What follows belongs to an exercise in optimizing a design on an open flow for a short achievable clock period and few clock cycles; a production flow would make more cautious choices. Only simulation tests tie the RTL to the original design; equivalence was not proved. Power and IR drop assume default switching activity.

### design/flow/config.mk
export PLATFORM = sky130hd
export DESIGN_NAME = cpusim_core
export DESIGN_NICKNAME = cpusim_core
export VERILOG_FILES = /design/flow/design.v
export SDC_FILE = /design/flow/constraint.sdc
export NUM_CORES = 4
export LEC_CHECK = 0
export ABC_AREA = 1
export CAP_MARGIN = 20
export CORE_MARGIN = 2
export CORE_UTILIZATION = 25
export CTS_CLUSTER_DIAMETER = 100
export CTS_CLUSTER_SIZE = 16
export SETUP_SLACK_MARGIN = 5
export SLEW_MARGIN = 20
export SYNTH_HIERARCHICAL = 1
### design/flow/constraint.sdc
create_clock -name core_clock -period 7.0 [get_ports {clk}]
set_input_delay 1.4000 -clock core_clock [delete_from_list [all_inputs] [get_ports {clk}]]
set_output_delay 1.4000 -clock core_clock [all_outputs]
set_load 0.01 [all_outputs]
### design/flow/design.v
module cpusim_alu (
    input  wire [15:0] g,       
    input  wire [15:0] p,       
    input  wire        f,       
    input  wire        no,      
    input  wire        c1,      
    input  wire        e15,     
    input  wire        nm_and,  
    input  wire        copy,    
    input  wire        jx,      
    input  wire        pt,      
    input  wire        fetch,   
    input  wire        f_st,    
    input  wire        rd_q,    
    input  wire        xv,      
    input  wire        erd,     
    output wire [15:0] out,
    output wire        rd,      
    output wire        v_n,     
    output wire        we_n     
);
    wire [15:0] o = g | p;      
    wire [15:0] g1, p1, g2, p2, g3, p3, g4;
    genvar i;
    generate
        for (i = 0; i < 16; i = i + 1) begin : pre
            if (i >= 1) begin
                assign g1[i] = g[i] | (o[i] & g[i-1]);
                assign p1[i] = p[i] & p[i-1];
            end else begin
                assign g1[i] = g[i];
                assign p1[i] = p[i];
            end
            if (i >= 2) begin
                assign g2[i] = g1[i] | (p1[i] & g1[i-2]);
                assign p2[i] = p1[i] & p1[i-2];
            end else begin
                assign g2[i] = g1[i];
                assign p2[i] = p1[i];
            end
            if (i >= 4) begin
                assign g3[i] = g2[i] | (p2[i] & g2[i-4]);
                assign p3[i] = p2[i] & p2[i-4];
            end else begin
                assign g3[i] = g2[i];
                assign p3[i] = p2[i];
            end
            if (i >= 8) begin
                assign g4[i] = g3[i] | (p3[i] & g3[i-8]);
            end else begin
                assign g4[i] = g3[i];
            end
        end
    endgenerate
    wire [15:0] sum = p ^ {g4[14:0], 1'b0};    
    wire [15:0] res = f ? sum : g;
    assign out = no ? ~res : res;
    wire z_add0 = ~p[0] & (&(p[14:1] ~^ o[13:0]));
    wire z_add1 =  p[0] & (&(p[14:1] ^ g[13:0]));
    wire z_and0 = ~|g[14:0];
    wire z_and1 = &g[14:0];
    wire is_zero = f ? (no ? z_add1 : z_add0) : (no ? z_and1 : z_and0);
    wire n_match = f ? (g4[14] ~^ e15) : nm_and;
    wire cond = (is_zero ~^ c1) & n_match;
    wire taken = copy | cond;
    assign rd   = jx & ~xv & (taken ^ pt);
    assign v_n  = fetch & ~rd & ~rd_q & ~erd;
    assign we_n = f_st & ~rd & ~rd_q & ~erd;
endmodule
module cpusim_core (
    input  wire        clk,
    input  wire        rst,         
    output wire [15:0] mem_addr,
    output wire        mem_re,
    output wire        mem_we,
    output wire [15:0] mem_wdata,
    input  wire [15:0] mem_rdata
);
    localparam [2:0] OP_STORE  = 3'b000;
    localparam [2:0] OP_LOAD   = 3'b001;
    localparam [2:0] OP_SETLOW = 3'b010;   
    localparam [2:0] OP_SETTOP = 3'b011;   
    localparam [2:0] OP_COPY   = 3'b100;
    localparam [2:0] OP_ALU    = 3'b101;
    reg [15:0] pc;       
    reg [15:0] ir;       
    reg        v;        
    reg [15:0] r2, r3, r4, r5, r6, r7;
    reg [15:0] madr;     
    reg        we;       
    reg        re;       
    reg        pt;       
    reg        rd;       
    reg [15:0] raddr;
    reg        rj4;      
    reg [15:0] ag, ap;   
    reg        a_f, a_no;
    reg        a_e15;    
    reg        a_nm;
    reg [15:0] wdata;    
    reg [15:0] cv;       
    reg        cv4;      
    wire [2:0] op   = ir[2:0];
    wire [2:0] dst  = ir[8:6];
    wire [2:0] src  = ir[5:3];           
    reg d_ld, d_mem, d_slow, d_stop, d_copy, d_alu, d_jx, d_j4;
    reg fzx, fox, fsx, fzy, foy, fsy;    
    reg d_xv, x_cj, x_ux, x_uy, x_k, x_kv, x_pol;    
    wire x_z  = x_ux ? (x_pol ? fox : fzx) : (x_pol ? foy : fzy);
    wire x_s  = (x_ux ? fsx : fsy) ^ x_pol;
    wire r_z  = x_k ? ~x_kv : x_z;
    wire r_s  = x_k ? x_kv : x_s;
    wire d_xt = x_cj | ((r_z == ir[13]) & (r_s == ir[12]));
    wire xv_n, cj_n, ux_n, uy_n, k_n, kv_n, pol_n;
    cpusim_exact u_exact (
        .f (mem_rdata), .copyj (cj_n), .xv (xv_n), .use_x (ux_n), .use_y (uy_n),
        .is_k (k_n), .k_val (kv_n), .pol (pol_n)
    );
    reg [7:2] d_cp;                      
    wire e_ld   = v & d_ld;
    wire e_mem  = v & d_mem;
    wire e_slow = v & d_slow;
    wire e_stop = v & d_stop;
    wire e_copy = v & d_copy;
    wire e_alu  = v & d_alu;
    wire [7:2] e_cp = {6{v}} & d_cp;
    wire [15:0] copy_value = cv4 ? r4 : cv;
    assign mem_we    = we;
    assign mem_re    = re;
    assign mem_wdata = wdata;
    wire        fetch = ~e_mem;
    wire [15:0] f     = mem_rdata;        
    wire [15:0] pc_n;
    wire [15:0] ca1, ca2, ca3, ca4;
    genvar i;
    generate
        for (i = 0; i < 16; i = i + 1) begin : inc
            assign ca1[i] = (i >= 1) ? (madr[i] & madr[i-1]) : madr[i];
            assign ca2[i] = (i >= 2) ? (ca1[i] & ca1[i-2]) : ca1[i];
            assign ca3[i] = (i >= 4) ? (ca2[i] & ca2[i-4]) : ca2[i];
            assign ca4[i] = (i >= 8) ? (ca3[i] & ca3[i-8]) : ca3[i];
            if (i == 0) begin
                assign pc_n[i] = ~madr[i];
            end else begin
                assign pc_n[i] = madr[i] ^ ca4[i-1];
            end
        end
    endgenerate
    wire [15:0] r2n = e_cp[2] ? copy_value : r2;
    wire [15:0] r3n = e_cp[3] ? copy_value : r3;
    wire [15:0] r4n = e_cp[4] ? copy_value : r4;
    wire [15:0] r5n = e_cp[5] ? copy_value : r5;
    wire [15:0] r6n = e_cp[6] ? copy_value : r6;
    wire [15:0] r7n = e_cp[7] ? copy_value :
                      e_slow ? {ir[10:3], r7[7:0]} :
                      e_stop ? {r7[15:8], ir[10:3]} : r7;
    wire [15:0] raddr_n = pt ? pc : copy_value;
    wire        erd     = v & d_jx & d_xv & (d_xt ^ pt);
    wire [15:0] naddr_n, ag_n, ap_n, cv_n;
    wire        f_pt, f_st, e15_n, nm_n;
    cpusim_fetch u_fetch (
        .f (f), .fetch (fetch),
        .q0 (fetch ? pc_n : pc),
        .hold (rst | rd | erd),
        .alt (rst ? 16'h0000 : rd ? (rj4 ? r4 : raddr) : erd ? raddr_n : 16'h0000),
        .r2n (r2n), .r3n (r3n), .r5n (r5n), .r6n (r6n), .r7n (r7n),
        .r4n (r4n), .cv_n (cv_n),
        .naddr_n (naddr_n), .f_pt (f_pt), .f_st (f_st), .ag_n (ag_n), .ap_n (ap_n),
        .e15_n (e15_n), .nm_n (nm_n)
    );
    wire [15:0] alu_out;
    wire        v_n, we_n, rd_n;
    cpusim_alu u_alu (
        .g (ag), .p (ap), .f (a_f), .no (a_no),
        .c1 (ir[13]), .e15 (a_e15), .nm_and (a_nm),
        .copy (d_copy), .jx (v & d_jx),
        .pt (pt), .fetch (fetch), .f_st (f_st), .rd_q (rd),
        .xv (d_xv), .erd (erd),
        .out (alu_out), .rd (rd_n), .v_n (v_n), .we_n (we_n)
    );
    wire        rj4_n   = ~pt & d_j4;
    cpusim_oreg u_oreg (.clk (clk), .d (naddr_n), .q (mem_addr));
    always @(posedge clk) madr <= naddr_n;
    always @(posedge clk) begin
        if (rst) begin
            pc    <= 16'h0000;
            ir    <= 16'h0000;
            v     <= 1'b0;
            r2    <= 16'h0000;
            r3    <= 16'h0000;
            r4    <= 16'h0000;
            r5    <= 16'h0000;
            r6    <= 16'h0000;
            r7    <= 16'h0000;
            rd    <= 1'b0;
            raddr <= 16'h0000;
            rj4   <= 1'b0;
            we    <= 1'b0;
            re    <= 1'b1;
            pt    <= 1'b0;
            ag    <= 16'h0000;
            ap    <= 16'h0000;
            wdata <= 16'h0000;
            a_f   <= 1'b0;
            a_no  <= 1'b0;
            a_e15 <= 1'b0;
            a_nm  <= 1'b0;
            cv    <= 16'h0000;
            cv4   <= 1'b0;
            d_ld   <= 1'b0;
            d_mem  <= 1'b0;
            d_slow <= 1'b0;
            d_stop <= 1'b0;
            d_copy <= 1'b0;
            d_alu  <= 1'b0;
            d_jx   <= 1'b0;
            d_j4   <= 1'b0;
            d_xv   <= 1'b0;
            x_cj   <= 1'b0;
            x_ux   <= 1'b0;
            x_uy   <= 1'b0;
            x_k    <= 1'b0;
            x_kv   <= 1'b0;
            x_pol  <= 1'b0;
            fzx    <= 1'b0;
            fox    <= 1'b0;
            fsx    <= 1'b0;
            fzy    <= 1'b0;
            foy    <= 1'b0;
            fsy    <= 1'b0;
            d_cp   <= 6'd0;
        end else begin
            r7 <= r7n;
            r2 <= r2n;
            r3 <= r3n;
            r4 <= e_alu ? alu_out : r4n;
            r5 <= r5n;
            if (e_ld) r6 <= mem_rdata;
            else      r6 <= r6n;
            v     <= v_n;
            we    <= we_n;
            re    <= ~we_n;
            rd    <= rd_n;
            raddr <= raddr_n;
            rj4   <= rj4_n;
            if (f_st) wdata <= r7n;
            if (fetch) begin
                ir    <= f;
                pc    <= pc_n;
                pt    <= f_pt;
                ag    <= ag_n;
                ap    <= ap_n;
                a_e15 <= e15_n;
                a_nm  <= nm_n;
                cv    <= cv_n;
                cv4   <= (f[5:3] == 3'd4) & e_alu;
                d_ld   <= (f[2:0] == OP_LOAD);
                d_mem  <= (f[2:1] == 2'b00);
                d_slow <= (f[2:0] == OP_SETLOW);
                d_stop <= (f[2:0] == OP_SETTOP);
                d_copy <= (f[2:0] == OP_COPY);
                d_alu  <= (f[2:0] == OP_ALU);
                d_jx   <= ((f[2:0] == OP_COPY) & (f[8:6] == 3'd0)) |
                          ((f[2:0] == OP_ALU) & (f[5:3] != 3'd0));
                d_j4   <= (f[2:0] == OP_ALU) & (f[5:3] == 3'd4);
                d_xv   <= xv_n;
                x_cj   <= cj_n;
                x_ux   <= ux_n;
                x_uy   <= uy_n;
                x_k    <= k_n;
                x_kv   <= kv_n;
                x_pol  <= pol_n;
                fzx    <= (r2n[14:0] == 15'd0);
                fox    <= &r2n[14:0];
                fsx    <= r2n[15];
                fzy    <= (r3n[14:0] == 15'd0);
                foy    <= &r3n[14:0];
                fsy    <= r3n[15];
                d_cp   <= {(f[8:6] == 3'd7), (f[8:6] == 3'd6), (f[8:6] == 3'd5),
                           (f[8:6] == 3'd4), (f[8:6] == 3'd3), (f[8:6] == 3'd2)} &
                          {6{f[2:0] == OP_COPY}};
                a_f   <= f[7];
                a_no  <= f[6];
            end
        end
    end
endmodule
module cpusim_fetch (
    input  wire [15:0] f,         
    input  wire        fetch,     
    input  wire [15:0] q0,        
    input  wire        hold,      
    input  wire [15:0] alt,
    input  wire [15:0] r2n, r3n, r5n, r6n, r7n,
    output reg  [15:0] naddr_n,
    output wire        f_pt,      
    output wire        f_st,      
    output wire [15:0] ag_n,
    output wire [15:0] ap_n,
    input  wire [15:0] r4n,       
    output reg  [15:0] cv_n,      
    output wire        e15_n,     
    output wire        nm_n
);
    localparam [2:0] OP_STORE  = 3'b000;
    localparam [2:0] OP_COPY   = 3'b100;
    localparam [2:0] OP_ALU    = 3'b101;
    wire [2:0] f_op  = f[2:0];
    wire [2:0] f_src = f[5:3];
    wire f_mem   = (f_op[2:1] == 2'b00);
    wire f_copyj = (f_op == OP_COPY) & (f[8:6] == 3'd0);
    wire f_aluj  = (f_op == OP_ALU) & (f[13:12] != 2'b11);
    wire f_hi    = (f_src[2:1] == 2'b11) | (f_src == 3'd5);    
    assign f_pt  = (f_copyj & (f_hi | (f_src == 3'd0))) | (f_aluj & f_hi);
    assign f_st  = fetch & (f_op == OP_STORE);
    wire sel5 = fetch & (f_mem | ((f_copyj | f_aluj) & (f_src == 3'd5)));
    wire sel6 = fetch & (f_copyj | f_aluj) & (f_src == 3'd6);
    wire sel7 = fetch & (f_copyj | f_aluj) & (f_src == 3'd7);
    wire sel0 = ~(sel5 | sel6 | sel7);
    always @(*) begin
        naddr_n = ({16{~hold & sel0}} & q0) | ({16{~hold & sel5}} & r5n) |
                  ({16{~hold & sel6}} & r6n) | ({16{~hold & sel7}} & r7n) | alt;
    end
    always @(*) begin
        case (f_src)
            3'd0: cv_n = q0;
            3'd1: cv_n = f;
            3'd2: cv_n = r2n;
            3'd3: cv_n = r3n;
            3'd4: cv_n = r4n;
            3'd5: cv_n = r5n;
            3'd6: cv_n = r6n;
            default: cv_n = r7n;
        endcase
    end
    wire [15:0] ix_z = f[11] ? 16'h0000 : r2n;
    wire [15:0] iy_z = f[9]  ? 16'h0000 : r3n;
    wire [15:0] ix_n = f[10] ? ~ix_z : ix_z;
    wire [15:0] iy_n = f[8]  ? ~iy_z : iy_z;
    assign ag_n = ix_n & iy_n;
    assign ap_n = (ix_z ^ iy_z) ^ {16{f[10] ^ f[8]}};
    assign e15_n = ap_n[15] ^ f[12] ^ f[6];
    assign nm_n  = ag_n[15] ~^ (f[12] ^ f[6]);
endmodule
module cpusim_exact (
    input  wire [15:0] f,
    output wire        copyj,    
    output wire        xv,       
    output wire        use_x,    
    output wire        use_y,    
    output wire        is_k,     
    output wire        k_val,
    output wire        pol
);
    localparam [2:0] OP_COPY   = 3'b100;
    localparam [2:0] OP_ALU    = 3'b101;
    wire a_zx = f[11], a_nx = f[10], a_zy = f[9], a_ny = f[8], a_f = f[7], a_no = f[6];
    wire x_pass = a_zy & (a_f ? ~a_ny : a_ny);    
    wire y_pass = a_zx & (a_f ? ~a_nx : a_nx);
    wire k_zero = ~a_f & ((a_zx & ~a_nx) | (a_zy & ~a_ny));    
    assign copyj = (f[2:0] == OP_COPY) & (f[8:6] == 3'd0);
    assign use_x = x_pass & ~a_zx;
    assign use_y = ~use_x & y_pass & ~a_zy;
    assign is_k  = (x_pass | y_pass | k_zero) & ~use_x & ~use_y;
    assign k_val = k_zero ? a_no : x_pass ? (a_nx ^ a_no) : (a_ny ^ a_no);
    assign pol   = use_x ? (a_nx ^ a_no) : (a_ny ^ a_no);
    assign xv    = copyj | ((f[2:0] == OP_ALU) & (x_pass | y_pass | k_zero) & (f[5:3] != 3'd4));
endmodule
module cpusim_oreg (
    input  wire        clk,
    input  wire [15:0] d,
    output reg  [15:0] q
);
    always @(posedge clk) q <= d;
endmodule
### design/flow/run.sh
#!/bin/bash
# synth_recipe.tcl (not shown) runs the flow's synth.tcl, then flattens the netlist and writes it again
# the make line also repeats each setting of config.mk as NAME=value (left out here)
make -C /OpenROAD-flow-scripts/flow DESIGN_CONFIG=/design/flow/config.mk WORK_HOME=/design/flow/orfs CLKGATE_MAP_FILE= SYNTH_SCRIPT=/design/flow/synth_recipe.tcl finish
==> summary.txt <==
Vias 17110; Congestion Overflow GR 0; Placed Cells 3160; clock network power share 0.315; Crit Reg-Reg Endpoint u_oreg.q[7]; NetSw 0.001078 W; die span in x 253.3 um; Post-Route WL 67730 um; io pins 52; Seq pwr share 0.472; Synth Warn # 9; switching share of power 0.3094; CP startpoint u_oreg.q[13]; total negative slack 0 ns; period utilization 0.3417; HPWL Detailed 42980 um; Final Skew 0.02139 ns; Post-CTS Hold Fix Bufs 0; largest net degree at the start of global routing 91; share of cells above drive strength 1 0.2995; crit path kind flip-flop to output pin; FF+latch area 5537 um^2; CP Data Arrival Time 0.99 ns; Root Driver clkbuf_16; Slew @ Worst Pin 0.5031 ns; Clock Latency Late Sink 0.54 ns; maximum buffer depth of the clock tree 3; Critical Path End mem_addr[13]; Non-Filler Instances 3368; relative slew slack 0.6646; crit end category output pin; first-pass GRT wire length 97430 um; Achievable Freq 418.0 MHz; GP Congestion 0.9383; Die ar. 64170 um^2; CP max FO 1; Peak VDD IR 130.6 uV; core area 61600 um^2; Iteration-0 DRC Markers 1732; fin. max-slew vios 0; row count 91; Tmin final 2.392 ns; port bufs 51; Post-Synthesis Cells 2373; RSZ-0062 raised after global routing true; DRC viols 0; Comb pwr share 0.213; CP max stage delay 0.36 ns; status timing/DRC/antenna clean; Mapped Area 15540 um^2; crit path launch type flip-flop; clock sinks 269; Antenna diodes 0; worst r2r src rd; Starting Density 0.2523; Area Overhead vs Synth 39.24%; Total GRT Usage 0.2004; Slowest cell on crit path dfxtp_2; CP Depth 1; final setup violating endpoints 0; TritonCTS clock tree yes; R2R cell count 9; DRT antenna net count 0; nets@finish 2550; Power Dens Cells 161.0 nW/um^2; routed vias/inst 5.080; Req. time, crit path 5.60 ns; Die Y 253.3 um; Final Hold Viols 0; htree depth 1; Syn Area/Cell 6.549 um^2; initial antenna violation count 2; r2r setup slk 4.75 ns; P_int 0.002405 W; area occupied by multi-input gates 10300 um^2; CTS clock-pin slew for the worst setup and hold paths 0.08 ns; CTS Buf Count 20; DR pass1 iterations 8; Worst Hold Class flip-flop to flip-flop; P_leak 9.336 nW; Max-cap violations 0; CP top delay family flip-flops; Net Count, Synth 2392; routed len/inst 20.11 um; CP cell instances buf_6; WP buf/inv 1; fillers 6382; vias in the first global route 15680
[worst min-delay path by stage]
stage | from | slack (ns) | cells after the start | to
3_5_place_dp | fox | 0.46 | 2 | fox
2_1_floorplan | d_j4 | 0.42 | 2 | rj4
6_report | d_copy | 0.47 | 2 | d_copy
3_3_place_gp | d_copy | 0.45 | 2 | d_copy
4_1_cts | fox | 0.47 | 2 | fox
5_1_grt | fox | 0.49 | 2 | fox
[cell type report]
| type | count | area share |
|---|---|---|
| multi-input cells | 1684 | 0.4758 |
| flip-flops and latches | 269 | 0.2559 |
| repair buffers | 246 | 0.1304 |
| inverters | 305 | 0.06233 |
| well taps | 837 | 0.04840 |
| clock buffers | 21 | 0.02429 |
| repair inverters | 5 | 0.002602 |
| clock inverters | 1 | 0.0002313 |
[through the flow]
stage	hold slack [ns]	utilization	cell area (um^2)	setup slack (ns)	power (W)
after global placement	0.4533	0.2751	16950	3.017	0.002158
after CTS	0.4746	0.3251	20030	4.583	0.003384
final	0.4669	0.3513	21640	4.608	0.003483
after global routing	0.4904	0.3513	21640	4.578	0.003609
after floorplan	0.4195	-	16110	4.441	0.002003
after detailed placement	0.4621	0.2751	16950	3.004	0.002158
[routing by layer]
| layer | share of wire | wire (um) | track usage |
|---|---|---|---|
| met1 | 0.39 | 26600 | 0.2506 |
| met2 | 0.45 | 30590 | 0.3262 |
| met4 | 0.069 | 4697 | 0.1161 |
| met5 | 0 | 0 | 0 |
| met3 | 0.086 | 5834 | 0.03115 |
[power groups by stage]
stage	sequential, W	combinational, W	clock [W]
6_report	0.00164	0.000742	0.00110
5_1_grt	0.00165	0.000789	0.00117
4_1_cts	0.00164	0.000629	0.00111
3_5_place_dp	0.00167	0.000484	0
3_3_place_gp	0.00167	0.000484	0
2_1_floorplan	0.00165	0.000353	0
[what timing repair did]
action,in CTS,in global routing
buffers inserted,106,57
cloned,19,4
gates resized for setup,699,279
pin swaps,109,157
setup endpoints to repair,299,157
[layout by cell type, fill, tap and decap left out, types with 10 or more instances in the layout]
master,n
nand2_1,346
nor2_1,327
inv_1,247
dfxtp_1,196
o21ai_0,144
a21oi_1,120
buf_4,118
nand3_1,96
buf_6,75
xor2_1,64
o21ai_2,60
o21ai_1,56
dfxtp_2,49
nand4_1,45
nand3_2,44
nand2_2,42
nand2_4,35
nor2_4,30
o211ai_1,27
buf_12,27
inv_2,26
dfxtp_4,24
clkbuf_16,24
nor2_2,23
nand3_4,20
xnor2_1,18
o21bai_1,16
a211oi_2,16
mux2i_1,14
clkinvlp_4,14
a21oi_2,13
nand2_8,12
o21ai_4,12
or2_2,10
[tightest hold or removal path, cell delays in order, from the launching register on]
cell	delay (ns)
dfxtp_1	0.31
nand2_1	0.06
a21oi_1	0.05
Testbench counts, summed over its fixed seeds: cycles 38,464.

-- what the ideal ports hide --
No port has a modelled driver above. Below, the same layout with a new extraction and two added sets of constraints. Step 1 sets driving cells, clkbuf_16 on the clock port and buf_2 on the other inputs (assumed; they add their load-dependent delay and slew). Step 2 also shifts input and output timing later by t, the mid clock arrival at the registers, as if the neighbouring blocks saw the same clock. Slacks: ideal / step 1 / step 2; pairs: ideal / step 1.
shift t [ns]: 0.585
slack for setup (ns): 4.608 / 4.555 / 4.051
latest minus earliest clock arrival (ns): 0.021 / 0.021
After both steps setup and hold are still met in this run. The setup slack of this run moves by -0.053 ns with the drivers and by -0.557 ns with both steps.
